From an optimization exercise on the open Yosys and OpenROAD flow, aimed at small area, a short achievable clock period and few clock cycles; shortcuts taken in it are not production practice. At most, simulation tests tie the RTL to the original design; equivalence was not proved. No functional check of the RTL was part of run 5. No run shown here takes its clock network from TritonCTS; it comes from the design's own scripts or RTL. The clock port is modelled as an ideal driver, which makes a skipped or thinned clock tree look cheaper than it is; a real chip needs a root buffer or a tree. Power and IR drop assume default switching activity.

--- flow/design.v ---
module btcp_rx_check (
    input  wire        clk,
    input  wire        rst,
    input  wire        in_valid,
    output wire        in_ready,
    input  wire [31:0] in_data,
    input  wire        in_last,
    input  wire [2:0]  in_nbytes,    
    output wire        res_valid,
    input  wire        res_ready,
    output wire [1:0]  res_status,   
    output wire [15:0] res_seq,
    output wire [15:0] res_ack,
    output wire [7:0]  res_flags,
    output wire [7:0]  res_win,
    output wire [15:0] res_dlen,
    output wire [15:0] res_csum,     
    output wire [15:0] res_calc,     
    output wire        res_csum_ok,
    output wire [2:0]  res_type,
    output wire [9:0]  res_plen
);
    function [15:0] crc_x32;
        input [15:0] v;
        reg   [15:0] c;
        integer k;
        begin
            c = 16'h0000;
            for (k = 15; k >= 0; k = k - 1)
                c = (c[15] ^ v[k]) ? ({c[14:0], 1'b0} ^ 16'h1021)
                                   : {c[14:0], 1'b0};
            for (k = 0; k < 16; k = k + 1)
                c = c[15] ? ({c[14:0], 1'b0} ^ 16'h1021) : {c[14:0], 1'b0};
            crc_x32 = c;
        end
    endfunction
    function [15:0] crc_x8;
        input [15:0] v;
        reg   [15:0] c;
        integer k;
        begin
            c = v;
            for (k = 0; k < 8; k = k + 1)
                c = c[15] ? ({c[14:0], 1'b0} ^ 16'h1021) : {c[14:0], 1'b0};
            crc_x8 = c;
        end
    endfunction
    function [15:0] crc_d8;
        input [15:0] v;
        reg   [15:0] c;
        integer k;
        begin
            c = v;
            for (k = 0; k < 8; k = k + 1)
                c = c[0] ? ({1'b0, c[15:1]} ^ 16'h8810) : {1'b0, c[15:1]};
            crc_d8 = c;
        end
    endfunction
    reg        rx;         
    reg        ub;         
    reg        eq;         
    reg        rv;         
    reg [1:0]  uc;         
    reg [1:0]  hp;         
    reg [7:0]  cnt;        
    reg [1:0]  plo;        
    reg        big;        
    reg [15:0] sh;         
    reg [15:0] wr;         
    reg        wv;         
    wire       wf = (hp == 2'd1);
    wire       wl = ~rx;
    reg [15:0] seq_r, ack_r, dlen_r, csum_r;
    reg [7:0]  flags_r, win_r;
    reg        ok_r;
    reg [2:0]  type_r;
    reg [1:0]  status_r;
    wire acc   = in_valid & rx;
    wire h0    = (hp == 2'd0);
    wire nb1   = ~in_nbytes[2] & ~in_nbytes[1];
    wire nb12  = ~in_nbytes[2] & ~(in_nbytes[1] & in_nbytes[0]);
    wire nb123 = ~in_nbytes[2];
    wire [15:0] dh = in_data[31:16] & {{8{hp != 2'd2}}, {8{(hp != 2'd2) & ~(in_last & nb1)}}};
    wire [15:0] dl = in_data[15:0]  & {{8{~(in_last & nb12)}}, {8{~(in_last & nb123)}}};
    wire [15:0] ms = crc_x32(sh);
    wire [15:0] wd = crc_x8(dh) ^ crc_d8(dl);
    wire [7:0] cbase = h0 ? 8'hFD : cnt;
    always @(posedge clk) begin
        wr <= wd;
        if (rst) begin
            wv <= 1'b0;
            rx <= 1'b1;
            ub <= 1'b0;
            eq <= 1'b0;
            rv <= 1'b0;
            hp <= 2'd0;
        end else begin
            wv <= acc;
            if (acc) begin
                if (in_last) begin
                    rx <= 1'b0;
                    hp <= 2'd0;
                end else if (hp != 2'd3) begin
                    hp <= hp + 2'd1;
                end
            end
            if (wv & wl) begin
                ub <= (uc != 2'd0);
                eq <= (uc == 2'd0);
            end else if (ub) begin
                ub <= (uc != 2'd1);
                eq <= (uc == 2'd1);
            end else begin
                eq <= 1'b0;
            end
            if (eq)
                rv <= 1'b1;
            if (rv & res_ready) begin
                rv <= 1'b0;
                rx <= 1'b1;
            end
        end
    end
    wire        e0   = rx & (hp == 2'd0);
    wire        e1   = rx & (hp == 2'd1);
    wire        e2   = rx & (hp == 2'd2);
    wire        keep = ~(wv | ub);
    wire [7:0]  cinc  = cbase + 8'd1;
    wire        inc   = ~in_last | in_nbytes[2] | in_nbytes[1];
    wire [7:0]  cnext = (cinc & {8{inc}}) | (cbase & {8{~inc}});
    always @(posedge clk) begin
        sh <= (sh & {16{keep}}) | (((ms & {16{~wf}}) ^ wr) & {16{wv}})
            | (crc_x8(sh) & {16{ub}});
        if (acc) begin
            cnt <= cnext;
            big <= ~h0 & (big | (cnt == 8'd251 & ~in_last));
        end
        if (rx) begin
            plo <= {~in_nbytes[1], in_nbytes[0]};
            uc  <= in_nbytes[1:0] - 2'd1;
        end else if (ub) begin
            uc  <= uc - 2'd1;
        end
        if (e0) seq_r   <= in_data[31:16];
        if (e0) ack_r   <= in_data[15:0];
        if (e1) flags_r <= in_data[31:24];
        if (e1) win_r   <= in_data[23:16];
        if (e1) dlen_r  <= in_data[15:0];
        if (e2) csum_r  <= in_data[31:16];
        ok_r <= (sh == csum_r);
        case (flags_r)
        8'h02:   type_r <= 3'd1;
        8'h10:   type_r <= 3'd2;
        8'h01:   type_r <= 3'd3;
        8'h12:   type_r <= 3'd4;
        8'h11:   type_r <= 3'd5;
        default: type_r <= ({cnt, plo} != 10'd0) ? 3'd6 : 3'd0;
        endcase
        status_r <= big                           ? 2'd2 :
                    (cnt >= 8'hFD)                ? 2'd1 :
                    (cnt == 8'd252 && plo != 2'd0) ? 2'd2 : 2'd0;
    end
    assign in_ready    = rx;
    assign res_valid   = rv;
    assign res_status  = status_r;
    assign res_seq     = seq_r;
    assign res_ack     = ack_r;
    assign res_flags   = flags_r;
    assign res_win     = win_r;
    assign res_dlen    = dlen_r;
    assign res_csum    = csum_r;
    assign res_calc    = sh;
    assign res_csum_ok = ok_r;
    assign res_type    = type_r;
    assign res_plen    = {cnt, plo};
endmodule
--- flow/flow/run.sh ---
#!/bin/bash
# The standard layout (standard.sh) with two changes: port buffers use
# a small buffer cell, and the CTS step is replaced by flow/cts.tcl, which
# builds a two-level clock tree (see flow/clock_tree.tcl) and then repairs
# timing as ORFS's CTS step does. Logs: standard_place.log, cts.log (and
# orfs/logs/.../4_1_cts.log), standard_finish.log, plus ORFS's own logs.
set -euo pipefail
ARGS=(BUFFER_PORTS_ARGS="-buffer_cell sky130_fd_sc_hd__buf_1")
bash standard.sh "${ARGS[@]}" place > standard_place.log 2>&1
FLOW_FLOW_DIR="$PWD/flow" bash standard.sh "${ARGS[@]}" run \
  RUN_SCRIPT="$PWD/flow/cts.tcl" RUN_LOG_NAME_STEM=4_1_cts > cts.log 2>&1
bash standard.sh "${ARGS[@]}" finish > standard_finish.log 2>&1
--- flow/flow/clock_tree.tcl ---
# Clock tree of two levels: the clock port drives nroot root buffers, each
# root drives nleaf leaf buffers, and each leaf drives the clock pins of a
# group of registers near it. The groups come from splitting the registers
# by position into halves, alternately by y and by x, until there are
# nroot*nleaf of them; a root serves nleaf neighbouring groups.
proc my_cts_split { sinks n } {
  set groups [list $sinks]
  set axis 1
  while {[llength $groups] < $n} {
    set ng {}
    foreach g $groups {
      set s [lsort -integer -index [expr {$axis + 1}] $g]
      set h [expr {[llength $s] / 2}]
      lappend ng [lrange $s 0 [expr {$h - 1}]] [lrange $s $h end]
    }
    set groups $ng
    set axis [expr {1 - $axis}]
  }
  return $groups
}

proc my_cts_centre { g } {
  set sx 0; set sy 0
  foreach s $g { incr sx [lindex $s 1]; incr sy [lindex $s 2] }
  return [list [expr {$sx / [llength $g]}] [expr {$sy / [llength $g]}]]
}

proc my_cts_buffer { block master name cx cy in_net out_net } {
  set inst [odb::dbInst_create $block $master $name]
  set w [[$inst getMaster] getWidth]
  set h [[$inst getMaster] getHeight]
  $inst setLocation [expr {$cx - $w / 2}] [expr {$cy - $h / 2}]
  $inst setPlacementStatus PLACED
  [$inst findITerm A] connect $in_net
  [$inst findITerm X] connect $out_net
  return $inst
}

proc my_cts_build { nroot nleaf root_cell leaf_cell } {
  set db [ord::get_db]
  set block [ord::get_db_block]
  set rmaster [$db findMaster $root_cell]
  set lmaster [$db findMaster $leaf_cell]
  set clknet [$block findNet clk]
  set sinks {}
  foreach it [$clknet getITerms] {
    set bb [[$it getInst] getBBox]
    lappend sinks [list $it [expr {([$bb xMin] + [$bb xMax]) / 2}] \
                           [expr {([$bb yMin] + [$bb yMax]) / 2}]]
  }
  puts "my_cts: [llength $sinks] clock sinks"
  set groups [my_cts_split $sinks [expr {$nroot * $nleaf}]]
  for {set r 0} {$r < $nroot} {incr r} {
    set rnet [odb::dbNet_create $block "clknet_root_$r"]
    $rnet setSigType CLOCK
    set leaves [lrange $groups [expr {$r * $nleaf}] [expr {$r * $nleaf + $nleaf - 1}]]
    set all {}
    for {set l 0} {$l < $nleaf} {incr l} {
      set g [lindex $leaves $l]
      set all [concat $all $g]
      lassign [my_cts_centre $g] cx cy
      set lnet [odb::dbNet_create $block "clknet_leaf_${r}_$l"]
      $lnet setSigType CLOCK
      foreach s $g {
        set it [lindex $s 0]
        $it disconnect
        $it connect $lnet
      }
      my_cts_buffer $block $lmaster "clkleaf_${r}_$l" $cx $cy $rnet $lnet
      puts "my_cts: leaf $r/$l at ($cx, $cy) drives [llength $g] sinks"
    }
    lassign [my_cts_centre $all] cx cy
    my_cts_buffer $block $rmaster "clkroot_$r" $cx $cy $clknet $rnet
    puts "my_cts: root $r at ($cx, $cy)"
  }
}
--- flow/flow/cts.tcl ---
# Replaces ORFS's CTS step (scripts/cts.tcl): the same steps, except that
# the clock tree is built by my_cts_build (clock_tree.tcl), two
# levels of buffers, instead of TritonCTS's H-tree.
utl::set_metrics_stage "cts__{}"
source $::env(SCRIPTS_DIR)/load.tcl
erase_non_stage_variables cts
load_design 3_place.odb 3_place.sdc

source $::env(FLOW_FLOW_DIR)/clock_tree.tcl
my_cts_build 4 2 sky130_fd_sc_hd__clkbuf_8 sky130_fd_sc_hd__clkbuf_16
global_connect
set_propagated_clock [all_clocks]

set_placement_padding -global \
  -left $::env(CELL_PAD_IN_SITES_DETAIL_PLACEMENT) \
  -right $::env(CELL_PAD_IN_SITES_DETAIL_PLACEMENT)
detailed_placement
estimate_parasitics -placement
report_clock_latency

repair_timing_helper
detailed_placement
check_placement -verbose

report_metrics 4 "cts final"
orfs_write_db $::env(RESULTS_DIR)/4_1_cts.odb
orfs_write_sdc $::env(RESULTS_DIR)/4_cts.sdc
--- flow/standard.sh ---
#!/bin/bash
# synth_recipe.tcl (not shown) runs the flow's synth.tcl, then flattens the netlist and writes it again
# the make line also repeats each setting of config.mk as NAME=value (left out here)
make -C /OpenROAD-flow-scripts/flow DESIGN_CONFIG=/design/flow/config.mk WORK_HOME=/design/flow/orfs CLKGATE_MAP_FILE= SYNTH_SCRIPT=/design/flow/synth_recipe.tcl "${@:-finish}"
--- flow/config.mk ---
export PLATFORM = sky130hd
export DESIGN_NAME = btcp_rx_check
export DESIGN_NICKNAME = btcp_rx_check
export VERILOG_FILES = /design/flow/design.v
export SDC_FILE = /design/flow/constraint.sdc
export NUM_CORES = 4
export LEC_CHECK = 0
export CAP_MARGIN = 20
export CORE_MARGIN = 2
export CORE_UTILIZATION = 40
export SETUP_SLACK_MARGIN = 3.8
export SLEW_MARGIN = 20
--- flow/constraint.sdc ---
create_clock -name core_clock -period 6.0 [get_ports {clk}]
set_input_delay 1.2000 -clock core_clock [delete_from_list [all_inputs] [get_ports {clk}]]
set_output_delay 1.2000 -clock core_clock [all_outputs]
set_load 0.01 [all_outputs]
==> results.cfg, run 1 <==
[outcome]
run_status = timing/DRC/antenna clean

[critical_path]
setup.worst_path.end_class = register
worstSetupPathType = input pin to register
crit_family = simple AND/OR/NAND/NOR gates
critical_path.startpoint_type = input pin
timing.critical_path.slowest_stage_cell = sky130_fd_sc_hd__or3b_4
critPathRequiredTime_ns = 6.04
worstPathMaxFanout = 7
path_cells = buf_12 -> nor2b_4 -> nand2_4 -> nand4_1 -> o21ai_1 -> or3b_4
critPathArrivalTime_ns = 2.25
longest_individual_stage_delay_on_the_worst_path_ns = 0.38
timing.critical_path.buf_inv = 1

[yosys]
yosysTopAreaCell = sky130_fd_sc_hd__edfxtp_1
yosysWarningCount = 1
post_synth_inst_count = 540
synth-edff-count = 93
ys_types = 54
synth.net_count = 588
synth_async_sr_flop_share_pct = 0
synth.cell_area_um2 = 6570
synth_ff_type = sky130_fd_sc_hd__edfxtp_1
seq_area_frac_synth_pct = 56.2
post-synth-top-area-fraction_pct = 42.5
syn_area_per_cell_um2 = 12.2
post_synthesis_register_bit_count = 138
netlist_top_cells_area = sky130_fd_sc_hd__edfxtp_1 (42%), sky130_fd_sc_hd__dfxtp_1 (14%), sky130_fd_sc_hd__xnor2_1 (12%), sky130_fd_sc_hd__xor2_1 (4.3%), sky130_fd_sc_hd__nor2_1 (2.9%)

[pwr]
cellPowerDensity_nw_per_um2 = 640
irDropWorstVdd_uv = 467
p_leak_nw = 2.81

[clock_tree]
worst_skew_pair.late_latency_ns = 0.29
cts_hold_buf = 0
cts.reportedPaths.clkPinSlew_ns = 0.08

[die]
fp.dieH_um = 132
fp.coreArea_um2 = 16000
die_footprint_um2 = 17500
placement_rows = 46
initial_core_util_pct = 41.1
io-pin-count = 154
die_w_um = 132

[final_layout]
layout_cell_share_with_drive_strength_beyond_1_pct = 12.2
area_delta_synth_final_pct = 19.8
final.fill_count = 1506
final_cell_area_um2 = 7870
nNetsFinal = 745

[route]
initialDrtViolationCount = 272
drc = 0
routed_wire_length_per_instance_um = 18.6
detailroute.via_count = 4668
routed-wl-met2_um = 8330
avgViaCountPerCell = 5.12
detailedRoute.firstPassIterationCount = 5
met3_wirelength_um = 910
wirelength_met1_um = 7300
highest_layer = met4
wirelength_um = 17000
ant_nets = 0

[global_routing]
number_of_global_route_vias_before_repair = 4718
grt_max_degree = 33
grt-ovfl-total = 0
wire_length_of_the_first_global_routing_pass_um = 26100
grt_total_usage_pct = 18.5
initial_antenna_violation_count = 0

[timing]
final_min_period_over_clock_period_pct = 36.8
post-route-min-period_ns = 2.21
finalSetupViolCount = 0
rsz0062_at_grt = yes
relSlewSlack_pct = 48.5
final_hold_viol_count = 0
fin_tns_setup_ns = 0
slew_at_the_pin_closest_to_its_max_slew_limit_ns = 0.771
finalClockSkew_ns = 0.0172
highest_attainable_clock_frequency_mhz = 453
timing_max_transition_violations_final = 0

[flow_run]
max_cap_viol = 0

[hold_path]
worst_min_path_class = register to register

[placement]
numPortBuffers = 153
dp.final_hpwl_um = 12500
post_dp_cell_area_um2 = 7320
place.gp.congestion = 0.877
==> cell usage after synthesis, drive strengths merged (2+ instances only) <==
cell type	count
a211oi	2
a21oi	22
a222oi	2
a22o	2
a22oi	9
a31oi	2
and2	6
buf	12
clkbuf	14
dfxtp	45
dlygate4sd1	2
edfxtp	93
ha	8
inv	11
mux2i	10
nand2	28
nand2b	4
nand3	5
nand4	6
nor2	51
nor2b	4
nor3	6
nor3b	4
nor4	3
o211ai	2
o21ai	32
o221ai	3
o31ai	4
or2	3
xnor2	90
xnor3	8
xor2	33
xor3	3
==> per-stage QoR <==
stage | setup slack, ns | cells | power [mW] | util [%] | hold slack [ns]
after global routing | 3.71 | 911 | 5.34 | 49.2 | 0.494
after global placement | 3.15 | 884 | 4.16 | 45.7 | 0.462
after floorplan | 3.68 | 540 | 3.76 | - | 0.436
after detailed placement | 3.10 | 884 | 4.20 | 45.7 | 0.461
final | 3.79 | 912 | 5.04 | 49.2 | 0.466
==> flip-flops by register name (all words and copies together) (netlist names), 2 cells and up <==
register  count
flags_r       8
win_r         8
hp            2
plo           2
csum_r       16
seq_r        16
status_r      2
cnt           8
sh           16
uc            2
type_r        3
ack_r        16
dlen_r       16
wr           16
==> power breakdown <==
group / leakage (nW) / switching [mW] / internal [mW]
Clock: 0.127 / 0.290 / 0.298
Combinational: 1.43 / 1.34 / 1.72
Sequential: 1.25 / 0.223 / 1.17
==> logic make-up after synthesis <==
logic type,share of synthesized area (%)
flops,56.2
xor+xnor,20.9
simple gates,8.62
compound gates,8.15
buf+inv,2.93
mux,1.69
fa+ha+maj,1.52
==> layer usage <==
| layer | vias to the layer above | track usage [%] |
|---|---|---|
| li1 | 2193 | - |
| met1 | 2279 | 24.6 |
| met2 | 167 | 32.0 |
| met3 | 29 | 2.38 |
| met4 | 0 | 5.20 |
| met5 | - | 0 |
==> cell type report <==
class                      count  area, um2  share of cell area [%]
antenna                        1       2.50                  0.0318
inverter                      11       41.3                   0.524
sequential                   138       3730                    47.3
timing repair buffer         171        737                    9.36
multi-input combinational    363       2840                    36.1
tap                          216        270                    3.43
buffer                        12        255                    3.24
==> worst min-delay path, delay by kind of cell (launching register included) <==
kind            cells  cell delay, ns
compound gates      1            0.05
simple gates        1            0.07
flops               1            0.30
==> final timing paths <==
| kind | from | to | slack, ns | cells past startpoint |
|---|---|---|---|---|
| worst max-delay path | in_last | cnt[7]$_DFFE_PP_ | 3.79 | 6 |
| worst min-delay path | eq$_SDFF_PP0_ | rv$_SDFFE_PP0P_ | 0.47 | 2 |
| worst max register to register | hp[0]$_SDFFE_PP0P_ | cnt[6]$_DFFE_PP_ | 3.83 | 8 |
| worst min register to register | eq$_SDFF_PP0_ | rv$_SDFFE_PP0P_ | 0.47 | 2 |
==> layout by cell type, fill, tap and decap left out, drive strengths merged, types with 2 or more instances in the layout <==
master,Yosys,layout
edfxtp,93,93
or2,3,3
nand2b,4,4
nand2,28,28
a21oi,22,22
a22o,2,2
nor3b,4,4
o211ai,2,2
a22oi,9,9
o21ai,32,32
buf,12,168
nor2,51,51
a31oi,2,2
xor3,3,3
clkbuf,14,15
o221ai,3,3
nor3,6,6
a211oi,2,2
o31ai,4,4
nand3,5,5
xor2,33,33
xnor3,8,8
a222oi,2,2
dfxtp,45,45
mux2i,10,10
nor4,3,3
inv,11,11
nand4,6,6
and2,6,6
xnor2,90,90
ha,8,8
nor2b,4,4
==> timing repair <==
action / CTS / global route
pin swaps: 1 / 6
endpoints found under the setup margin: 61 / 53
gates resized for setup: 27 / 27
buffers inserted: 2 / 13
Testbench counts, summed over its fixed seeds: cycles 28,837.
==> inputs of run 2 (changes only) <==
--- a/flow/config.mk
+++ b/flow/config.mk
@@ -9,4 +9,5 @@
 export CORE_MARGIN = 2
 export CORE_UTILIZATION = 40
+export PLACE_DENSITY = 0.5
 export SETUP_SLACK_MARGIN = 3.8
 export SLEW_MARGIN = 20
==> run 2 against run 1 <==
  * Still clean on timing, DRC and antenna
  * Synthesized area is the same
  * Clock power is essentially flat
  * First-iteration DRC count down 6.6%
  * Sequential power about the same
  * Routed wire length rose by 3.4%
  * Fmax increased by 1.6%
  * Clock skew shrank 0.010 ns
  * Final area grew 0.32%
  * Register-to-register slack better by 0.04 ns
  * Largest cell class unchanged
==> results.cfg, run 2 <==
[route]
initialDrtViolationCount = 254
detailedRoute.firstPassIterationCount = 5
drc = 0
routed_wire_length_per_instance_um = 19.2
ant_nets = 0
avgViaCountPerCell = 5.08
wirelength_um = 17600
detailroute.via_count = 4657

[final_layout]
final_cell_area_um2 = 7900
total_inserted_antenna_cells = 0
area_delta_synth_final_pct = 20.2
final.fill_count = 1528
highest_count_cells_in_the_layout_ignoring_fill_and_taps = sky130_fd_sc_hd__buf_1 (146), sky130_fd_sc_hd__edfxtp_1 (93), sky130_fd_sc_hd__xnor2_1 (82)
nNetsFinal = 750
layout_cell_share_with_drive_strength_beyond_1_pct = 13.1
final_common_cell = sky130_fd_sc_hd__buf_1

[yosys]
synth_ff_type = sky130_fd_sc_hd__edfxtp_1
yosysTopAreaCell = sky130_fd_sc_hd__edfxtp_1
netlist_top_cells_area = sky130_fd_sc_hd__edfxtp_1 (42%), sky130_fd_sc_hd__dfxtp_1 (14%), sky130_fd_sc_hd__xnor2_1 (12%), sky130_fd_sc_hd__xor2_1 (4.3%), sky130_fd_sc_hd__nor2_1 (2.9%)
post_synth_inst_count = 540
syn_area_per_cell_um2 = 12.2
yosysMostFrequentCell = sky130_fd_sc_hd__edfxtp_1
post_synth_most_frequent_cells = sky130_fd_sc_hd__edfxtp_1 (93), sky130_fd_sc_hd__xnor2_1 (87), sky130_fd_sc_hd__nor2_1 (51), sky130_fd_sc_hd__dfxtp_1 (45), sky130_fd_sc_hd__xor2_1 (32)
yosysWarningCount = 1
synth-edff-count = 93
seq_area_frac_synth_pct = 56.2
synth.cell_area_um2 = 6570
synth.net_count = 588
synth_async_sr_flop_share_pct = 0
post_synthesis_register_bit_count = 138
post-synth-top-area-fraction_pct = 42.5
ys_types = 54

[critical_path]
worst_setup_path_startpoint = in_last
worst_r2r_start = sh[14]$_DFF_P_
critical_path.startpoint_type = input pin
longest_individual_stage_delay_on_the_worst_path_ns = 0.37
path_cells = buf_12 -> nor2b_4 -> nand2_4 -> nand4_1 -> o21ai_1 -> or3b_4
setup.worst_path.end_class = register
critPathArrivalTime_ns = 2.21
timing.critical_path.slowest_stage_cell = sky130_fd_sc_hd__or3b_4
worstSetupPathType = input pin to register
critPathRequiredTime_ns = 6.03
worstPathMaxFanout = 6

[clock_tree]
cts.reportedPaths.clkPinSlew_ns = 0.07
cts_hold_buf = 0
worst_skew_pair.late_latency_ns = 0.28

[pwr]
p_leak_nw = 2.82
power_mw = 4.99
cellPowerDensity_nw_per_um2 = 632
irDropWorstVdd_uv = 454

[die]
placement_rows = 46
fp.coreArea_um2 = 16000
initial_core_util_pct = 41.1
die_w_um = 132
die_footprint_um2 = 17500
fp.dieH_um = 132
io-pin-count = 154

[timing]
finalClockSkew_ns = 0.00700
fin_tns_setup_ns = 0
relSlewSlack_pct = 44.0
slew_at_the_pin_closest_to_its_max_slew_limit_ns = 0.838
highest_attainable_clock_frequency_mhz = 460
final_min_period_over_clock_period_pct = 36.2
post-route-min-period_ns = 2.17
final_hold_viol_count = 0
whs_ns = 0.465
rsz0062_at_grt = yes
timing_max_transition_violations_final = 0
finalSetupViolCount = 0

[outcome]
run_status = timing/DRC/antenna clean

[placement]
numPortBuffers = 153
place.gp.congestion = 0.876
post_dp_cell_area_um2 = 7320
dp.final_hpwl_um = 12800

[global_routing]
initial_antenna_violation_count = 0
wire_length_of_the_first_global_routing_pass_um = 26800
grt-ovfl-total = 0
grt_total_usage_pct = 19.2
number_of_global_route_vias_before_repair = 4619
grt_max_degree = 33

[flow_run]
max_cap_viol = 0

[hold_path]
worst_min_path_class = register to register
timing.hold.worst.start = big$_DFFE_PP_
-- run 2: cell counts after synthesis --
Identical to the previous run, type by type.
-- run 2: final timing paths --
check / cells after the start / end / slack (ns)
worst min-delay path: 1 / status_r[0]$_SDFF_PP0_ / 0.47
worst max-delay path: 6 / cnt[7]$_DFFE_PP_ / 3.83
worst min register to register: 1 / status_r[0]$_SDFF_PP0_ / 0.47
worst max register to register: 6 / sh[5]$_DFF_P_ / 3.87
-- run 2: layout make-up --
cell class / count / area, um2 / share of cell area [%]
tap: 216 / 270 / 3.42
inverter: 11 / 45.0 / 0.570
multi-input combinational: 363 / 2820 / 35.7
timing repair buffer: 176 / 786 / 9.95
buffer: 12 / 255 / 3.23
sequential: 138 / 3720 / 47.1
-- run 2: cell families (layout without fill, tap and decap cells) --
logic type / after synthesis / count (layout) / synth area share, %
adder cells (fa/ha/maj): 8 / 8 / 1.52
AO/OA/AOI/OAI: 87 / 87 / 8.15
XOR/XNOR: 134 / 134 / 20.9
flip-flops: 138 / 138 / 56.2
buffers and inverters: 39 / 199 / 2.93
multiplexers: 11 / 11 / 1.69
AND/OR/NAND/NOR: 123 / 123 / 8.62
-- run 2: metrics by stage --
| stage | setup WS [ns] | std cells | utilization [%] |
|---|---|---|---|
| 3_5_place_dp | 3.08 | 884 | 45.7 |
| 2_1_floorplan | 3.68 | 540 | - |
| 5_1_grt | 3.75 | 916 | 49.4 |
| 6_report | 3.83 | 916 | 49.4 |
| 3_3_place_gp | 3.14 | 884 | 45.7 |
-- run 2: power by group --
part	internal (mW)	switching (mW)	leakage (nW)
Sequential	1.17	0.192	1.25
Clock	0.299	0.288	0.127
Combinational	1.70	1.35	1.44
-- run 2: what timing repair did --
item / 4_1_cts / 5_1_grt
resized for setup: 29 / 25
endpoints found under the hold margin: 0 / 0
setup endpoints to repair: 62 / 54
setup buffers: 7 / 13
pin swaps: 1 / 8
-- run 2: routing by layer --
| layer | global-route usage (%) | vias to the layer above | share of wire, % |
|---|---|---|---|
| met2 | 32.4 | 162 | 48 |
| li1 | - | 2204 | - |
| met5 | 0 | - | 0 |
| met3 | 2.58 | 20 | 5.4 |
| met1 | 26.7 | 2271 | 45 |
| met4 | 3.41 | 0 | 1.7 |
-- run 2: worst max-delay path: cells and delay by family --
family                 cells  cell delay, ns
AO/OA/AOI/OAI              1            0.15
buffers and inverters      1            0.11
AND/OR/NAND/NOR            4            0.74
==> inputs of run 3 (changes only) <==
--- a/flow/config.mk
+++ b/flow/config.mk
@@ -10,4 +10,4 @@
 export CORE_UTILIZATION = 40
 export PLACE_DENSITY = 0.5
-export SETUP_SLACK_MARGIN = 3.8
+export SETUP_SLACK_MARGIN = 3.85
 export SLEW_MARGIN = 20
==> run 3 against run 2 <==
  * Hold slack improved by 0.0073 ns
  * Utilization increased by 0.69 points
  * Worst setup slack improved by 0.013 ns
  * Highest routed layer unchanged
  * Largest cell class unchanged
  * Still clean on timing, DRC and antenna
  * Sequential share of layout area shrank 0.49 points
  * Largest power group unchanged
  * Clock power up 2%
==> results.cfg, run 3 <==
[clock_tree]
worst_skew_pair.late_latency_ns = 0.29
cts.reportedPaths.clkPinSlew_ns = 0.08
cts_hold_buf = 0

[die]
placement_rows = 46
die_footprint_um2 = 17500
die_w_um = 132
fp.dieH_um = 132
fp.coreArea_um2 = 16000
initial_core_util_pct = 41.1
io-pin-count = 154

[final_layout]
nNetsFinal = 756
final.fill_count = 1505
final_common_cell = sky130_fd_sc_hd__buf_1
layout_cell_share_with_drive_strength_beyond_1_pct = 14.3
total_inserted_antenna_cells = 0
highest_count_cells_in_the_layout_ignoring_fill_and_taps = sky130_fd_sc_hd__buf_1 (145), sky130_fd_sc_hd__edfxtp_1 (93), sky130_fd_sc_hd__xnor2_1 (80)
area_delta_synth_final_pct = 21.9
final_cell_area_um2 = 8010

[critical_path]
timing.critical_path.slowest_stage_cell = sky130_fd_sc_hd__dfxtp_1
path_cells = buf_1
worstPathMaxFanout = 5
longest_individual_stage_delay_on_the_worst_path_ns = 0.48
cp_num_cells = 1
crit_family = flip-flops
critPathArrivalTime_ns = 0.96
worst-r2r-cell-count = 7
critPathRequiredTime_ns = 4.80
timing.critical_path.buf_inv = 1
setup.worst_path.end_class = output port
critical_path.startpoint_type = register
worstSetupPathType = register to output port
reg2reg_setup_slack_ns = 3.89
crit-reg2reg-capture = sh[6]$_DFF_P_
worst_r2r_start = sh[8]$_DFF_P_

[global_routing]
grt-ovfl-total = 0
grt_total_usage_pct = 19.5
initial_antenna_violation_count = 0
number_of_global_route_vias_before_repair = 4668
wire_length_of_the_first_global_routing_pass_um = 27200
grt_max_degree = 33

[timing]
rsz0062_at_grt = yes
finalClockSkew_ns = 0.0109
finalSetupViolCount = 0
fin_tns_setup_ns = 0
whs_ns = 0.473
timing_max_transition_violations_final = 0
final_min_period_over_clock_period_pct = 36.0
fin_worst_setup_slack_ns = 3.84
final_hold_viol_count = 0
post-route-min-period_ns = 2.16
slew_at_the_pin_closest_to_its_max_slew_limit_ns = 0.768
relSlewSlack_pct = 48.7
highest_attainable_clock_frequency_mhz = 463

[pwr]
cellPowerDensity_nw_per_um2 = 632
power_mw = 5.06
p_leak_nw = 2.87
irDropWorstVdd_uv = 426

[placement]
place.gp.congestion = 0.856
post_dp_cell_area_um2 = 7320
dp.final_hpwl_um = 12800
numPortBuffers = 153
preCtsSetupSlack_ns = 3.07

[yosys]
syn_area_per_cell_um2 = 12.2
post_synth_inst_count = 540
synth.cell_area_um2 = 6570
synth-edff-count = 93
ys_types = 54
synth_async_sr_flop_share_pct = 0
post-synth-top-area-fraction_pct = 42.5
synth.net_count = 588
synth_ff_type = sky130_fd_sc_hd__edfxtp_1
yosysWarningCount = 1
netlist_top_cells_area = sky130_fd_sc_hd__edfxtp_1 (42%), sky130_fd_sc_hd__dfxtp_1 (14%), sky130_fd_sc_hd__xnor2_1 (12%), sky130_fd_sc_hd__xor2_1 (4.3%), sky130_fd_sc_hd__nor2_1 (2.9%)
seq_area_frac_synth_pct = 56.2
yosysMostFrequentCell = sky130_fd_sc_hd__edfxtp_1
yosysTopAreaCell = sky130_fd_sc_hd__edfxtp_1
post_synth_most_frequent_cells = sky130_fd_sc_hd__edfxtp_1 (93), sky130_fd_sc_hd__xnor2_1 (87), sky130_fd_sc_hd__nor2_1 (51), sky130_fd_sc_hd__dfxtp_1 (45), sky130_fd_sc_hd__xor2_1 (32)
post_synthesis_register_bit_count = 138

[hold_path]
worstHoldPathCells = 2
timing.hold.worst.start = eq$_SDFF_PP0_
worst_min_path_class = register to register
holdPathEnd = rv$_SDFFE_PP0P_

[outcome]
run_status = timing/DRC/antenna clean

[route]
ant_nets = 0
drc = 0
initialDrtViolationCount = 274
detailroute.via_count = 4688
avgViaCountPerCell = 5.08
routed_wire_length_per_instance_um = 19.2
detailedRoute.firstPassIterationCount = 4
wirelength_um = 17700

[flow_run]
max_cap_viol = 0
[run 3: worst max-delay path by stage]
| stage | endpoint | from | slack, ns |
|---|---|---|---|
| finish | res_calc[6] | sh[6]$_DFF_P_ | 3.84 |
| global route | sh[6]$_DFF_P_ | sh[8]$_DFF_P_ | 3.77 |
| CTS | sh[6]$_DFF_P_ | sh[12]$_DFF_P_ | 3.82 |
| detailed placement | cnt[6]$_DFFE_PP_ | in_last | 3.07 |
| global placement | cnt[7]$_DFFE_PP_ | in_last | 3.10 |
| floorplan | cnt[7]$_DFFE_PP_ | in_last | 3.68 |
[run 3: worst register-to-register path: cells and delay by family (launching register included)]
kind	cells	cell delay, ns
buf+inv	1	0.15
mux	1	0.20
flops	1	0.38
xor+xnor	4	1.17
compound gates	1	0.08
[run 3: routing by layer]
metal	GRT usage, %	part of all wire [%]	vias up
met2	30.8	46	157
met1	28.3	46	2290
met3	3.11	5.8	25
met4	4.42	2.0	0
met5	0	0	-
li1	-	-	2216
[run 3: power by group]
group,internal (mW),total (mW),switching (mW)
clock network,0.299,0.597,0.298
logic,1.73,3.09,1.36
registers,1.17,1.37,0.200
total,3.20,5.06,1.86
[run 3: through the flow]
step	instances	util (%)
after floorplan	540	-
after global placement	883	45.8
after detailed placement	883	45.8
after global routing	922	50.1
final	922	50.1
[run 3: cell families (layout without fill, tap and decap cells)]
kind of cell             after synthesis  in the layout  share of synthesized area, %
flip-flops                           138            138                          56.2
AND/OR/NAND/NOR                      123            123                          8.62
XOR/XNOR                             134            134                          20.9
adder cells (fa/ha/maj)                8              8                          1.52
AO/OA/AOI/OAI                         87             87                          8.15
buffers and inverters                 39            205                          2.93
multiplexers                          11             11                          1.69
[run 3: what timing repair did]
action,CTS,global route
buffers inserted,16,11
resized for setup,42,25
pin swaps,5,7
gates cloned,0,0
setup endpoints to repair,100,62
[run 3: area by class of cell]
cell class / count / area [um2] / area share, %
Sequential cell: 138 / 3740 / 46.6
Multi-Input combinational cell: 363 / 2870 / 35.8
Timing Repair Buffer: 182 / 832 / 10.4
Tap cell: 216 / 270 / 3.37
Buffer: 12 / 255 / 3.19
Inverter: 11 / 45.0 / 0.562
==> inputs of run 4 (changes only) <==
--- a/flow/config.mk
+++ b/flow/config.mk
@@ -8,6 +8,6 @@
 export CAP_MARGIN = 20
 export CORE_MARGIN = 2
-export CORE_UTILIZATION = 40
+export CORE_UTILIZATION = 35
 export PLACE_DENSITY = 0.5
-export SETUP_SLACK_MARGIN = 3.85
+export SETUP_SLACK_MARGIN = 3.8
 export SLEW_MARGIN = 20
==> run 4 against run 3 <==
  * Synthesized cell count unchanged
  * Final area down 1.1%
  * Clock skew up 0.0075 ns
  * Die area up 14%
  * Still clean
  * Power down 1.1%
  * Sequential cell count unchanged
  * Hold slack better by 0.0053 ns
==> results.cfg, run 4 <==
[route]
ant_nets = 0
detailedRoute.firstPassIterationCount = 6
initialDrtViolationCount = 261
avgViaCountPerCell = 4.94
detailroute.via_count = 4607
routed_wire_length_per_instance_um = 18.8
wirelength_um = 17600
drc = 0

[final_layout]
area_delta_synth_final_pct = 20.5
highest_count_cells_in_the_layout_ignoring_fill_and_taps = sky130_fd_sc_hd__buf_1 (144), sky130_fd_sc_hd__edfxtp_1 (93), sky130_fd_sc_hd__xnor2_1 (81)
final_common_cell = sky130_fd_sc_hd__buf_1
final.fill_count = 1759
nNetsFinal = 749
seqCellArea_um2 = 3730
total_inserted_antenna_cells = 0
utilization_pct = 42.6
layout_cell_share_with_drive_strength_beyond_1_pct = 13.2
multi_input_comb_area_um2 = 2820

[timing]
finalClockSkew_ns = 0.0184
final_min_period_over_clock_period_pct = 35.9
slew_at_the_pin_closest_to_its_max_slew_limit_ns = 0.837
relSlewSlack_pct = 44.1
finalSetupViolCount = 0
final_hold_viol_count = 0
timing_max_transition_violations_final = 0
rsz0062_at_grt = no
fin_tns_setup_ns = 0
post-route-min-period_ns = 2.15
highest_attainable_clock_frequency_mhz = 465

[clock_tree]
worst_skew_pair.late_latency_ns = 0.29
cts_hold_buf = 0
cts.reportedPaths.clkPinSlew_ns = 0.08

[yosys]
ys_types = 54
yosysWarningCount = 1
yosysTopAreaCell = sky130_fd_sc_hd__edfxtp_1
synth_async_sr_flop_share_pct = 0
post_synthesis_register_bit_count = 138
yosysMostFrequentCell = sky130_fd_sc_hd__edfxtp_1
synth.net_count = 588
netlist_top_cells_area = sky130_fd_sc_hd__edfxtp_1 (42%), sky130_fd_sc_hd__dfxtp_1 (14%), sky130_fd_sc_hd__xnor2_1 (12%), sky130_fd_sc_hd__xor2_1 (4.3%), sky130_fd_sc_hd__nor2_1 (2.9%)
synth-edff-count = 93
post-synth-top-area-fraction_pct = 42.5
synth_ff_type = sky130_fd_sc_hd__edfxtp_1
post_synth_most_frequent_cells = sky130_fd_sc_hd__edfxtp_1 (93), sky130_fd_sc_hd__xnor2_1 (87), sky130_fd_sc_hd__nor2_1 (51), sky130_fd_sc_hd__dfxtp_1 (45), sky130_fd_sc_hd__xor2_1 (32)
synth.cell_area_um2 = 6570
syn_area_per_cell_um2 = 12.2
seq_area_frac_synth_pct = 56.2
post_synth_inst_count = 540

[die]
initial_core_util_pct = 35.4
die_footprint_um2 = 19900
fp.dieH_um = 141
io-pin-count = 154
fp.coreArea_um2 = 18600
die_w_um = 141
placement_rows = 50

[critical_path]
setup.worst_path.end_class = output port
crit-reg2reg-capture = sh[5]$_DFF_P_
longest_individual_stage_delay_on_the_worst_path_ns = 0.48
worstPathMaxFanout = 7
cp-endpoint = res_calc[14]
worst_r2r_start = sh[11]$_DFF_P_
worst-r2r-cell-count = 6
critPathRequiredTime_ns = 4.80
reg2reg_setup_slack_ns = 3.87
crit_family = flip-flops
cp_num_cells = 1
worstSetupPathType = register to output port
timing.critical_path.slowest_stage_cell = sky130_fd_sc_hd__dfxtp_2
critPathArrivalTime_ns = 0.95
critical_path.startpoint_type = register
worst_setup_path_startpoint = sh[14]$_DFF_P_
path_cells = buf_1
timing.critical_path.buf_inv = 1

[flow_run]
max_cap_viol = 0

[global_routing]
number_of_global_route_vias_before_repair = 4546
grt-ovfl-total = 0
initial_antenna_violation_count = 0
grt_total_usage_pct = 16.7
grt_max_degree = 33
wire_length_of_the_first_global_routing_pass_um = 26100

[placement]
numPortBuffers = 153
place.gp.congestion = 0.828
dp.final_hpwl_um = 12800

[pwr]
p_leak_nw = 2.82
cellPowerDensity_nw_per_um2 = 632
irDropWorstVdd_uv = 359

[hold_path]
worst_min_path_class = register to register

[outcome]
run_status = timing/DRC/antenna clean
run 4: cell counts after synthesis:
Identical to the previous run, type by type.
run 4: power by group:
group | leakage, nW | switching (mW) | internal [mW] | total (mW)
Clock | 0.127 | 0.282 | 0.298 | 0.581
Sequential | 1.25 | 0.200 | 1.17 | 1.37
Combinational | 1.44 | 1.33 | 1.72 | 3.05
run 4: timing repair:
action | in CTS | in global routing
cloned | 0 | 0
pin swaps | 4 | 7
endpoints found under the hold margin | 0 | 0
setup buffers | 9 | 11
setup endpoints to repair | 59 | 53
gates resized for setup | 27 | 29
run 4: worst min-delay path, cell delays in order (launching register included):
cell and delay [ns]:
sky130_fd_sc_hd__dfxtp_1 0.31, sky130_fd_sc_hd__nor2_1 0.08, sky130_fd_sc_hd__a211oi_1 0.05
run 4: how the worst min path moves through the flow:
stage	to	slack (ns)	cells past startpoint	start
after CTS	rv$_SDFFE_PP0P_	0.48	2	eq$_SDFF_PP0_
after floorplan	status_r[0]$_SDFF_PP0_	0.44	1	big$_DFFE_PP_
final	rv$_SDFFE_PP0P_	0.48	2	eq$_SDFF_PP0_
after detailed placement	rv$_SDFFE_PP0P_	0.46	2	eq$_SDFF_PP0_
after global placement	rv$_SDFFE_PP0P_	0.46	2	eq$_SDFF_PP0_
after global routing	status_r[0]$_SDFF_PP0_	0.51	1	big$_DFFE_PP_
run 4: cells by family (layout without fill, tap and decap cells):
family                     after synthesis  count (layout)  share of synthesized area [%]
buffers and inverters                   39             198                           2.93
and+or+nand+nor                        123             123                           8.62
AOI/OAI and AO/OA                       87              87                           8.15
muxes                                   11              11                           1.69
adders and majority gates                8               8                           1.52
DFF                                    138             138                           56.2
xor gates and xnor gates               134             134                           20.9
run 4: area by class of cell:
class                   instances  share of cell area (%)
plain buffers                  12                    3.22
flip-flops and latches        138                    47.1
repair buffers                175                    9.80
well taps                     234                    3.70
multi-input cells             363                    35.7
inverters                      11                   0.569
run 4: metrics by stage:
stage	power [mW]	instance area, um2	cells	setup slack, ns	hold slack [ns]
floorplan	3.76	6610	540	3.68	0.436
global placement	4.18	7330	901	3.16	0.461
detailed placement	4.21	7340	901	3.13	0.456
global route	5.30	7920	933	3.80	0.508
finish	5.00	7920	933	3.85	0.478
run 4: metal layers:
metal	global-route usage (%)	up-vias	part of all wire (%)	routed length [um]
met5	0	-	0	0
met4	2.74	0	1.6	286
met3	2.17	20	5.7	1010
met2	28.8	147	49	8550
met1	23.0	2239	44	7710
li1	-	2201	-	-
==> inputs of run 5 (changes only) <==
--- a/flow/design.v
+++ b/flow/design.v
@@ -85,5 +85,5 @@
     wire [15:0] ms = crc_x32(sh);
     wire [15:0] wd = crc_x8(dh) ^ crc_d8(dl);
-    wire [7:0] cbase = h0 ? 8'hFD : cnt;
+    wire [7:0] cbase = (h0 & rx) ? 8'hFD : cnt;
     always @(posedge clk) begin
         wr <= wd;
@@ -126,12 +126,12 @@
     wire        e2   = rx & (hp == 2'd2);
     wire        keep = ~(wv | ub);
-    wire [7:0]  cinc  = cbase + 8'd1;
-    wire        inc   = ~in_last | in_nbytes[2] | in_nbytes[1];
-    wire [7:0]  cnext = (cinc & {8{inc}}) | (cbase & {8{~inc}});
+    wire        cdec  = wv & ~rx & plo[1] & plo[0];
+    wire [7:0]  cnext = cbase + {{7{cdec}}, 1'b1};
     always @(posedge clk) begin
         sh <= (sh & {16{keep}}) | (((ms & {16{~wf}}) ^ wr) & {16{wv}})
             | (crc_x8(sh) & {16{ub}});
+        if (acc | cdec)
+            cnt <= cnext;
         if (acc) begin
-            cnt <= cnext;
             big <= ~h0 & (big | (cnt == 8'd251 & ~in_last));
         end
--- a/flow/flow/cts.tcl
+++ b/flow/flow/cts.tcl
@@ -8,5 +8,5 @@
 
 source $::env(FLOW_FLOW_DIR)/clock_tree.tcl
-my_cts_build 4 2 sky130_fd_sc_hd__clkbuf_8 sky130_fd_sc_hd__clkbuf_16
+my_cts_build 4 2 sky130_fd_sc_hd__clkbuf_16 sky130_fd_sc_hd__clkbuf_16
 global_connect
 set_propagated_clock [all_clocks]
--- a/flow/config.mk
+++ b/flow/config.mk
@@ -8,6 +8,5 @@
 export CAP_MARGIN = 20
 export CORE_MARGIN = 2
-export CORE_UTILIZATION = 35
-export PLACE_DENSITY = 0.5
+export CORE_UTILIZATION = 40
 export SETUP_SLACK_MARGIN = 3.8
 export SLEW_MARGIN = 20
==> run 5 against run 4 <==
  * Final cell count increased by 1.3%
  * Final area increased by 4.2%
  * Synthesized area increased by 2.3%
  * Synthesized cell count increased by 3.5%
  * Largest power group unchanged
==> results.cfg, run 5 <==
[route]
drc = 0
wirelength_um = 17300
routed_wire_length_per_instance_um = 18.3
detailedRoute.firstPassIterationCount = 4
avgViaCountPerCell = 5.09
initialDrtViolationCount = 343
ant_nets = 0
detailroute.via_count = 4811

[critical_path]
timing.critical_path.slowest_stage_cell = sky130_fd_sc_hd__dfxtp_2
crit_family = flip-flops
timing.critical_path.buf_inv = 1
setup.worst_path.end_class = output port
path_cells = buf_1
crit-reg2reg-capture = cnt[6]$_DFFE_PP_
critPathRequiredTime_ns = 4.80
reg2reg_setup_slack_ns = 3.86
worstSetupPathType = register to output port
worstPathMaxFanout = 7
longest_individual_stage_delay_on_the_worst_path_ns = 0.50
critical_path.startpoint_type = register
critPathArrivalTime_ns = 0.97
worst-r2r-cell-count = 10
worst_setup_path_startpoint = sh[11]$_DFF_P_
worst_r2r_start = hp[1]$_SDFFE_PP0P_

[clock_tree]
worst_skew_pair.late_latency_ns = 0.27
cts_hold_buf = 0
cts.reportedPaths.clkPinSlew_ns = 0.08

[yosys]
synth_ff_type = sky130_fd_sc_hd__edfxtp_1
yosysTopAreaCell = sky130_fd_sc_hd__edfxtp_1
synth-edff-count = 93
post-synth-top-area-fraction_pct = 41.5
syn_area_per_cell_um2 = 12.0
synth_async_sr_flop_share_pct = 0
yosysWarningCount = 1
seq_area_frac_synth_pct = 54.9
yosysMostFrequentCell = sky130_fd_sc_hd__edfxtp_1
post_synth_inst_count = 559
post_synthesis_register_bit_count = 138
post_synth_most_frequent_cells = sky130_fd_sc_hd__edfxtp_1 (93), sky130_fd_sc_hd__xnor2_1 (84), sky130_fd_sc_hd__nor2_1 (47), sky130_fd_sc_hd__dfxtp_1 (45), sky130_fd_sc_hd__o21ai_0 (34)
ys_types = 54
netlist_top_cells_area = sky130_fd_sc_hd__edfxtp_1 (42%), sky130_fd_sc_hd__dfxtp_1 (13%), sky130_fd_sc_hd__xnor2_1 (11%), sky130_fd_sc_hd__xor2_1 (4.0%), sky130_fd_sc_hd__nor2_1 (2.6%)
synth.net_count = 613
synth.cell_area_um2 = 6730

[die]
initial_core_util_pct = 40.7
fp.coreArea_um2 = 16500
io-pin-count = 154
die_w_um = 134
die_footprint_um2 = 17900
fp.dieH_um = 134
placement_rows = 47

[global_routing]
initial_antenna_violation_count = 1
grt-ovfl-total = 0
grt_max_degree = 33
number_of_global_route_vias_before_repair = 4784
grt_total_usage_pct = 18.8
wire_length_of_the_first_global_routing_pass_um = 26800

[timing]
timing_max_transition_violations_final = 0
final_hold_viol_count = 0
relSlewSlack_pct = 44.8
slew_at_the_pin_closest_to_its_max_slew_limit_ns = 0.827
finalClockSkew_ns = 0.0127
final_min_period_over_clock_period_pct = 36.1
rsz0062_at_grt = yes
fin_tns_setup_ns = 0
finalSetupViolCount = 0
highest_attainable_clock_frequency_mhz = 461
post-route-min-period_ns = 2.17

[outcome]
run_status = timing/DRC/antenna clean

[placement]
dp.final_hpwl_um = 12600
numPortBuffers = 153
placed_cells = 907
place.gp.congestion = 0.853

[pwr]
p_leak_nw = 3.01
irDropWorstVdd_uv = 517
cellPowerDensity_nw_per_um2 = 594

[hold_path]
worst_min_path_class = register to register
holdPathEnd = rv$_SDFFE_PP0P_
worstHoldPathCells = 2
timing.hold.worst.start = eq$_SDFF_PP0_

[final_layout]
highest_count_cells_in_the_layout_ignoring_fill_and_taps = sky130_fd_sc_hd__buf_1 (142), sky130_fd_sc_hd__edfxtp_1 (93), sky130_fd_sc_hd__xnor2_1 (80)
area_delta_synth_final_pct = 22.6
utilization_pct = 49.9
layout_cell_share_with_drive_strength_beyond_1_pct = 15.6
nNetsFinal = 780
final_common_cell = sky130_fd_sc_hd__buf_1
final.fill_count = 1519
post_layout_nonfiller_instances = 945

[flow_run]
max_cap_viol = 0
[run 5: changes by cell type after synthesis, sizes merged, moves of 4 or more]
cell / before / now
ha: 8 / 13
nand2: 28 / 21
nand2b: 4 / 9
o21ai: 32 / 37
a21oi: 22 / 31
inv: 11 / 16
nor3b: 4 / 0
xnor2: 90 / 86
[run 5: cell type report]
cell class,instances,area [um2],share of cell area [%]
antenna,1,2.50,0.0303
buffer,12,300,3.64
inverter,16,62.6,0.758
multi-input combinational,378,3080,37.3
sequential,138,3730,45.2
tap,220,275,3.34
timing repair buffer,180,801,9.71
[run 5: per-stage QoR]
step / power [mW] / hold WS [ns] / setup WS (ns) / area [um2]
final: 4.90 / 0.470 / 3.83 / 8250
after global routing: 5.23 / 0.512 / 3.71 / 8250
after detailed placement: 4.12 / 0.470 / 2.67 / 7470
after global placement: 4.09 / 0.466 / 2.79 / 7470
after floorplan: 3.71 / 0.436 / 3.77 / 6750
[run 5: how the worst max path moves through the flow]
| stage | endpoint | depth (start not counted) |
|---|---|---|
| finish | res_calc[11] | 1 |
| global route | cnt[6]$_DFFE_PP_ | 10 |
| CTS | res_calc[7] | 1 |
| detailed placement | wr[11]$_DFF_P_ | 6 |
| global placement | wr[11]$_DFF_P_ | 6 |
| floorplan | cnt[7]$_DFFE_PP_ | 10 |
[run 5: kinds of logic (layout without fill, tap and decap cells)]
kind of cell	Yosys count	after routing	synth area share (%)
DFF	138	138	54.9
adders and majority gates	14	14	2.72
other	0	1	0
AOI/OAI and AO/OA	111	111	10.1
buffers and inverters	43	208	2.90
xor gates and xnor gates	131	131	20.3
muxes	7	7	1.04
and+or+nand+nor	115	115	7.96
[run 5: what timing repair did]
| item | CTS | global route |
|---|---|---|
| setup buffers | 11 | 14 |
| pin swaps | 10 | 16 |
| gates cloned | 0 | 0 |
| gates resized for setup | 49 | 31 |
| endpoints found under the setup margin | 58 | 73 |
[run 5: worst reg2reg max path, stage by stage (launching register included)]
cell	delay, ns
sky130_fd_sc_hd__dfxtp_2	0.37
sky130_fd_sc_hd__inv_2	0.06
sky130_fd_sc_hd__ha_4	0.17
sky130_fd_sc_hd__a21o_1	0.23
sky130_fd_sc_hd__fa_2	0.41
sky130_fd_sc_hd__a21oi_1	0.14
sky130_fd_sc_hd__nor2_1	0.05
sky130_fd_sc_hd__nor2_1	0.15
sky130_fd_sc_hd__o21bai_1	0.08
sky130_fd_sc_hd__a21oi_1	0.17
sky130_fd_sc_hd__xnor2_1	0.08
[run 5: power breakdown]
part           switching, mW  total, mW  internal (mW)
registers              0.224       1.40           1.17
clock network          0.286      0.641          0.356
logic                   1.24       2.87           1.62
[run 5: metal layers]
metal	routed length (um)	share of wire, %	vias to the layer above	global-route usage (%)
met2	8300	48	138	31.0
met3	1010	5.9	16	3.23
met5	0	0	-	0
met1	7710	45	2371	26.5
met4	257	1.5	0	3.01
li1	-	-	2286	-
==> inputs of run 6 (changes only) <==
--- a/flow/design.v
+++ b/flow/design.v
@@ -69,6 +69,6 @@
     reg [15:0] wr;         
     reg        wv;         
-    wire       wf = (hp == 2'd1);
-    wire       wl = ~rx;
+    reg        wf;         
+    reg        wl;         
     reg [15:0] seq_r, ack_r, dlen_r, csum_r;
     reg [7:0]  flags_r, win_r;
@@ -85,7 +85,9 @@
     wire [15:0] ms = crc_x32(sh);
     wire [15:0] wd = crc_x8(dh) ^ crc_d8(dl);
-    wire [7:0] cbase = (h0 & rx) ? 8'hFD : cnt;
+    wire [7:0] cbase = wf ? 8'hFD : cnt;
     always @(posedge clk) begin
         wr <= wd;
+        wf <= h0;
+        wl <= in_last;
         if (rst) begin
             wv <= 1'b0;
@@ -126,13 +128,11 @@
     wire        e2   = rx & (hp == 2'd2);
     wire        keep = ~(wv | ub);
-    wire        cdec  = wv & ~rx & plo[1] & plo[0];
-    wire [7:0]  cnext = cbase + {{7{cdec}}, 1'b1};
+    wire [7:0]  cnext = cbase + {7'd0, ~wl | ~(plo[1] & plo[0])};
     always @(posedge clk) begin
         sh <= (sh & {16{keep}}) | (((ms & {16{~wf}}) ^ wr) & {16{wv}})
             | (crc_x8(sh) & {16{ub}});
-        if (acc | cdec)
+        if (wv) begin
             cnt <= cnext;
-        if (acc) begin
-            big <= ~h0 & (big | (cnt == 8'd251 & ~in_last));
+            big <= ~wf & (big | (cnt == 8'd251 & ~wl));
         end
         if (rx) begin
--- a/flow/flow/cts.tcl
+++ b/flow/flow/cts.tcl
@@ -8,5 +8,5 @@
 
 source $::env(FLOW_FLOW_DIR)/clock_tree.tcl
-my_cts_build 4 2 sky130_fd_sc_hd__clkbuf_16 sky130_fd_sc_hd__clkbuf_16
+my_cts_build 4 2 sky130_fd_sc_hd__clkbuf_8 sky130_fd_sc_hd__clkbuf_16
 global_connect
 set_propagated_clock [all_clocks]
==> run 6 against run 5 <==
  * Sequential share of layout area grew 2.3 points
  * Register-to-register slack lost 0.08 ns
  * Synthesized cell count shrank 4.7%
  * Sequential cell count grew 2
  * Routed wire length shrank 2.4%
  * Largest cell class unchanged
  * Largest power group unchanged
==> results.cfg, run 6 <==
[timing]
rsz0062_at_grt = yes
final_min_period_over_clock_period_pct = 37.1
finalClockSkew_ns = 0.0107
timing_max_transition_violations_final = 0
whs_ns = 0.481
final_hold_viol_count = 0
highest_attainable_clock_frequency_mhz = 450
post-route-min-period_ns = 2.22
slew_at_the_pin_closest_to_its_max_slew_limit_ns = 0.725
fin_tns_setup_ns = 0
relSlewSlack_pct = 51.6
finalSetupViolCount = 0

[global_routing]
initial_antenna_violation_count = 0
wire_length_of_the_first_global_routing_pass_um = 25900
number_of_global_route_vias_before_repair = 4704
grt_max_degree = 35
grt_total_usage_pct = 18.1
grt-ovfl-total = 0

[final_layout]
total_inserted_antenna_cells = 0
nNetsFinal = 747
final_common_cell = sky130_fd_sc_hd__buf_1
final_cell_area_um2 = 7950
utilization_pct = 49.7
seqCellArea_um2 = 3770
area_delta_synth_final_pct = 20.3
highest_count_cells_in_the_layout_ignoring_fill_and_taps = sky130_fd_sc_hd__buf_1 (144), sky130_fd_sc_hd__edfxtp_1 (93), sky130_fd_sc_hd__xnor2_1 (71)
multi_input_comb_area_um2 = 2830
final.fill_count = 1491
layout_cell_share_with_drive_strength_beyond_1_pct = 13.4

[critical_path]
worst_r2r_start = sh[12]$_DFF_P_
worstPathMaxFanout = 4
timing.critical_path.slowest_stage_cell = sky130_fd_sc_hd__xor3_2
reg2reg_setup_slack_ns = 3.78
worst-r2r-cell-count = 7
crit-reg2reg-capture = sh[9]$_DFF_P_
setup.worst_path.end_class = register
critPathRequiredTime_ns = 6.22
critical_path.startpoint_type = register
worstSetupPathType = register to register
longest_individual_stage_delay_on_the_worst_path_ns = 0.52
path_cells = xor3_2 -> buf_6 -> xnor2_4 -> xnor2_2 -> xor2_1 -> or4_1 -> nand3_1
critPathArrivalTime_ns = 2.44

[yosys]
post_synth_most_frequent_cells = sky130_fd_sc_hd__edfxtp_1 (93), sky130_fd_sc_hd__xnor2_1 (81), sky130_fd_sc_hd__nor2_1 (48), sky130_fd_sc_hd__dfxtp_1 (47), sky130_fd_sc_hd__xor2_1 (37)
synth_async_sr_flop_share_pct = 0
seq_area_frac_synth_pct = 56.5
synth.cell_area_um2 = 6610
synth.net_count = 582
synth-edff-count = 93
yosysMostFrequentCell = sky130_fd_sc_hd__edfxtp_1
ys_types = 52
post_synthesis_register_bit_count = 140
post-synth-top-area-fraction_pct = 42.2
post_synth_inst_count = 533
netlist_top_cells_area = sky130_fd_sc_hd__edfxtp_1 (42%), sky130_fd_sc_hd__dfxtp_1 (14%), sky130_fd_sc_hd__xnor2_1 (11%), sky130_fd_sc_hd__xor2_1 (4.9%), sky130_fd_sc_hd__nor2_1 (2.7%)
yosysTopAreaCell = sky130_fd_sc_hd__edfxtp_1
syn_area_per_cell_um2 = 12.4
yosysWarningCount = 1
synth_ff_type = sky130_fd_sc_hd__edfxtp_1

[clock_tree]
cts_hold_buf = 0
worst_skew_pair.late_latency_ns = 0.28
cts.reportedPaths.clkPinSlew_ns = 0.08

[route]
ant_nets = 0
routed_wire_length_per_instance_um = 18.5
avgViaCountPerCell = 5.09
initialDrtViolationCount = 393
detailedRoute.firstPassIterationCount = 5
detailroute.via_count = 4639
wirelength_um = 16900
drc = 0

[pwr]
p_leak_nw = 2.85
irDropWorstVdd_uv = 414
power_mw = 4.99
cellPowerDensity_nw_per_um2 = 627

[die]
fp.dieH_um = 133
fp.coreArea_um2 = 16000
die_footprint_um2 = 17600
initial_core_util_pct = 41.3
placement_rows = 46
io-pin-count = 154
die_w_um = 133

[hold_path]
timing.hold.worst.start = big$_DFFE_PP_
worst_min_path_class = register to register
worstHoldPathCells = 1
holdPathEnd = status_r[0]$_SDFF_PP0_

[flow_run]
max_cap_viol = 0

[outcome]
run_status = timing/DRC/antenna clean

[placement]
post_dp_cell_area_um2 = 7300
numPortBuffers = 153
dp.final_hpwl_um = 12000
place.gp.congestion = 0.884
-- run 6: kinds of logic (layout without fill, tap and decap cells) --
logic type      after synthesis  after routing  share of synthesized area [%]
flops                       140            140                           56.5
compound gates               87             87                           8.12
fa+ha+maj                     9              9                           1.70
xor+xnor                    134            134                           21.0
mux                           8              8                           1.21
simple gates                116            117                           8.16
buf+inv                      39            201                           3.33
-- run 6: metal layers --
metal	vias up	wire, um	GRT usage, %
met4	0	410	4.66
met2	172	8130	30.4
met3	30	1120	2.80
li1	2193	-	-
met5	-	0	0
met1	2244	7210	24.6
-- run 6: stage by stage --
stage / worst slack (ns) / std cells
global placement: 3.26 / 876
detailed placement: 3.13 / 877
floorplan: 3.82 / 533
global route: 3.71 / 912
finish: 3.78 / 912
-- run 6: final cells by class --
cell class                 instances  share of cell area (%)
tap                              216                    3.40
buffer                            12                    3.21
multi-input combinational        355                    35.5
timing repair buffer             179                    9.96
sequential                       140                    47.4
inverter                          10                   0.472
-- run 6: how the worst max path moves through the flow --
stage,end,from,slack [ns],depth (start not counted)
6_report,sh[9]$_DFF_P_,sh[12]$_DFF_P_,3.78,7
5_1_grt,sh[9]$_DFF_P_,sh[12]$_DFF_P_,3.71,7
4_1_cts,sh[6]$_DFF_P_,sh[12]$_DFF_P_,3.77,6
3_5_place_dp,wr[10]$_DFF_P_,in_last,3.13,7
3_3_place_gp,wr[11]$_DFF_P_,in_last,3.26,7
2_1_floorplan,wr[11]$_DFF_P_,in_nbytes[2],3.82,6
-- run 6: report_power, final --
part / internal [mW] / switching (mW)
Clock: 0.298 / 0.281
Combinational: 1.66 / 1.34
Sequential: 1.19 / 0.225
-- run 6: repair_timing --
item | 4_1_cts | 5_1_grt
endpoints found under the hold margin | 0 | 0
setup buffers | 6 | 16
pin swaps | 4 | 11
endpoints found under the setup margin | 39 | 41
cloned | 0 | 1
resized for setup | 32 | 31
-- run 6: worst max-delay path, delay by kind of cell (launching register included) --
| kind | cells | cell delay (ns) |
|---|---|---|
| buffers and inverters | 1 | 0.17 |
| AND/OR/NAND/NOR | 2 | 0.54 |
| XOR/XNOR | 4 | 1.08 |
| flip-flops | 1 | 0.37 |
Testbench counts of run 6, summed over its fixed seeds: cycles 28,837.
==> inputs of run 7 (changes only) <==
--- a/flow/config.mk
+++ b/flow/config.mk
@@ -8,5 +8,6 @@
 export CAP_MARGIN = 20
 export CORE_MARGIN = 2
-export CORE_UTILIZATION = 40
+export CORE_UTILIZATION = 35
+export PLACE_DENSITY = 0.5
 export SETUP_SLACK_MARGIN = 3.8
 export SLEW_MARGIN = 20
==> run 7 against run 6 <==
  * Fmax is 1.8% higher
  * Worst setup slack better by 0.038 ns
  * Highest routed layer unchanged
  * Still clean
  * Power is 3.9% lower
  * Largest cell class unchanged
  * Sequential share of layout area is 0.41 points higher
  * Clock power is 2% higher
  * Critical endpoint is now res_calc[8]
  * Via count is 2.2% lower
  * Critical path type is now register to output port
  * Routed wire length is 5.1% higher
  * Hold slack worse by 0.0036 ns
==> results.cfg, run 7 <==
[outcome]
run_status = timing/DRC/antenna clean

[yosys]
synth_ff_type = sky130_fd_sc_hd__edfxtp_1
yosysWarningCount = 1
synth-edff-count = 93
synth_async_sr_flop_share_pct = 0
post-synth-top-area-fraction_pct = 42.2
post_synth_inst_count = 533
ys_types = 52
post_synth_most_frequent_cells = sky130_fd_sc_hd__edfxtp_1 (93), sky130_fd_sc_hd__xnor2_1 (81), sky130_fd_sc_hd__nor2_1 (48), sky130_fd_sc_hd__dfxtp_1 (47), sky130_fd_sc_hd__xor2_1 (37)
yosysMostFrequentCell = sky130_fd_sc_hd__edfxtp_1
synth.cell_area_um2 = 6610
synth.net_count = 582
yosysTopAreaCell = sky130_fd_sc_hd__edfxtp_1
syn_area_per_cell_um2 = 12.4
post_synthesis_register_bit_count = 140
netlist_top_cells_area = sky130_fd_sc_hd__edfxtp_1 (42%), sky130_fd_sc_hd__dfxtp_1 (14%), sky130_fd_sc_hd__xnor2_1 (11%), sky130_fd_sc_hd__xor2_1 (4.9%), sky130_fd_sc_hd__nor2_1 (2.7%)
seq_area_frac_synth_pct = 56.5

[final_layout]
seqCellArea_um2 = 3770
final_common_cell = sky130_fd_sc_hd__buf_1
post_layout_nonfiller_instances = 921
multi_input_comb_area_um2 = 2780
highest_count_cells_in_the_layout_ignoring_fill_and_taps = sky130_fd_sc_hd__buf_1 (145), sky130_fd_sc_hd__edfxtp_1 (93), sky130_fd_sc_hd__xnor2_1 (74)
final.fill_count = 1819
layout_cell_share_with_drive_strength_beyond_1_pct = 11.6
nNetsFinal = 738
area_delta_synth_final_pct = 19.2
final_cell_area_um2 = 7880
total_inserted_antenna_cells = 0

[die]
fp.coreArea_um2 = 18600
placement_rows = 50
die_footprint_um2 = 20000
initial_core_util_pct = 35.5
die_w_um = 141
io-pin-count = 154
fp.dieH_um = 141

[global_routing]
grt_total_usage_pct = 17.0
initial_antenna_violation_count = 0
number_of_global_route_vias_before_repair = 4633
wire_length_of_the_first_global_routing_pass_um = 26900
grt-ovfl-total = 0
grt_max_degree = 35

[hold_path]
timing.hold.worst.start = big$_DFFE_PP_
worst_min_path_class = register to register

[route]
avgViaCountPerCell = 4.93
initialDrtViolationCount = 283
routed_wire_length_per_instance_um = 19.3
wirelength_um = 17700
detailroute.via_count = 4538
ant_nets = 0
drc = 0
detailedRoute.firstPassIterationCount = 4

[timing]
fin_tns_setup_ns = 0
final_hold_viol_count = 0
highest_attainable_clock_frequency_mhz = 458
slew_at_the_pin_closest_to_its_max_slew_limit_ns = 0.826
timing_max_transition_violations_final = 0
final_min_period_over_clock_period_pct = 36.4
whs_ns = 0.478
rsz0062_at_grt = yes
finalSetupViolCount = 0
finalClockSkew_ns = 0.0155
post-route-min-period_ns = 2.19
relSlewSlack_pct = 44.8

[placement]
place.gp.congestion = 0.882
placed_cells = 894
dp.final_hpwl_um = 12900
post_dp_cell_area_um2 = 7320
numPortBuffers = 153

[critical_path]
reg2reg_setup_slack_ns = 3.84
worstPathMaxFanout = 7
setup.worst_path.end_class = output port
worstSetupPathType = register to output port
longest_individual_stage_delay_on_the_worst_path_ns = 0.38
crit-reg2reg-capture = sh[9]$_DFF_P_
critical_path.startpoint_type = register
cp-endpoint = res_calc[8]
timing.critical_path.slowest_stage_cell = sky130_fd_sc_hd__dfxtp_4
path_cells = buf_4 -> buf_2
worst-r2r-cell-count = 7
critPathRequiredTime_ns = 4.80
critPathArrivalTime_ns = 0.99
worst_r2r_start = sh[8]$_DFF_P_
worst_setup_path_startpoint = sh[8]$_DFF_P_

[clock_tree]
cts.reportedPaths.clkPinSlew_ns = 0.08
worst_skew_pair.late_latency_ns = 0.29

[pwr]
p_leak_nw = 2.79
irDropWorstVdd_uv = 403
power_mw = 4.79
cellPowerDensity_nw_per_um2 = 608

[flow_run]
max_cap_viol = 0
[run 7: cell counts after synthesis]
No cell type changed its count.
[run 7: worst min-delay path by stage]
stage / endpoint / depth (start not counted)
2_1_floorplan: status_r[0]$_SDFF_PP0_ / 1
3_3_place_gp: status_r[0]$_SDFF_PP0_ / 1
3_5_place_dp: status_r[0]$_SDFF_PP0_ / 1
4_1_cts: status_r[0]$_SDFF_PP0_ / 1
5_1_grt: status_r[0]$_SDFF_PP0_ / 1
6_report: status_r[0]$_SDFF_PP0_ / 1
[run 7: cell type report]
cell class,count,area share (%)
multi-input combinational,355,35.3
tap,234,3.72
sequential,140,47.9
inverter,10,0.476
buffer,12,3.24
timing repair buffer,170,9.40
[run 7: kinds of logic (layout without fill, tap and decap cells)]
| logic type | count (synthesis) | in the layout | synth area share [%] |
|---|---|---|---|
| AOI/OAI and AO/OA | 87 | 87 | 8.12 |
| xor gates and xnor gates | 134 | 134 | 21.0 |
| adders and majority gates | 9 | 9 | 1.70 |
| buffers and inverters | 39 | 192 | 3.33 |
| DFF | 140 | 140 | 56.5 |
| muxes | 8 | 8 | 1.21 |
| and+or+nand+nor | 116 | 117 | 8.16 |
[run 7: layer usage]
layer | track usage [%] | part of all wire, %
met5 | 0 | 0
met4 | 1.68 | 0.91
met3 | 2.33 | 5.2
met2 | 29.6 | 49
met1 | 23.5 | 45
[run 7: critical path, delay by kind of cell (launching register included)]
| kind | cells | cell delay, ns |
|---|---|---|
| DFF | 1 | 0.38 |
| buffers and inverters | 2 | 0.33 |
[run 7: repair_timing]
item | in CTS | in global routing
hold buffers | 0 | 0
gates cloned | 0 | 1
setup endpoints to repair | 41 | 39
pin swaps | 4 | 6
gates resized for setup | 32 | 19
setup buffers | 3 | 11
[run 7: stage by stage]
step                utilization (%)  setup WS [ns]
floorplan                         -           3.82
global placement               39.2           3.21
detailed placement             39.3           3.17
global route                   42.3           3.73
finish                         42.3           3.81
[run 7: power by group]
group | total, mW | switching (mW) | internal (mW)
Combinational | 2.77 | 1.24 | 1.53
Sequential | 1.43 | 0.245 | 1.18
Clock | 0.591 | 0.293 | 0.299
Total | 4.79 | 1.78 | 3.02

[afterwards: timing with drivers on the ports]
In the flow no input, the clock included, has a driving cell. The finished layouts below were timed again as built, in two steps.
Step 1 sets driving cells, clkbuf_16 on the clock port and buf_2 on the other inputs (assumed; they add their load-dependent delay and slew).
Step 2 moves the port delays by t, midway between the first and last clock arrival at a register: inputs arrive t later, outputs are due t later. That takes back most of the time a late clock gives input paths.
a / b / c = ideal / step 1 / step 2; a / b = the first two.
run	t, ns	setup WS [ns]	slew at the worst register clock pin (ns)
run 1	0.350	3.791 / 3.760 / 3.459	0.08 / 0.08
run 2	0.348	3.825 / 3.771 / 3.501	0.08 / 0.08
run 3	0.354	3.838 / 3.765 / 3.544	0.08 / 0.08
run 4	0.351	3.848 / 3.777 / 3.548	0.08 / 0.08
run 5	0.352	3.832 / 3.748 / 3.553	0.08 / 0.08
run 6	0.344	3.776 / 3.767 / 3.541	0.08 / 0.08
run 7	0.346	3.814 / 3.746 / 3.576	0.08 / 0.08
After both steps every run listed still meets setup and hold. The setup slack of run 1, which loses most, moves by -0.031 ns with the drivers and by -0.332 ns with both steps.
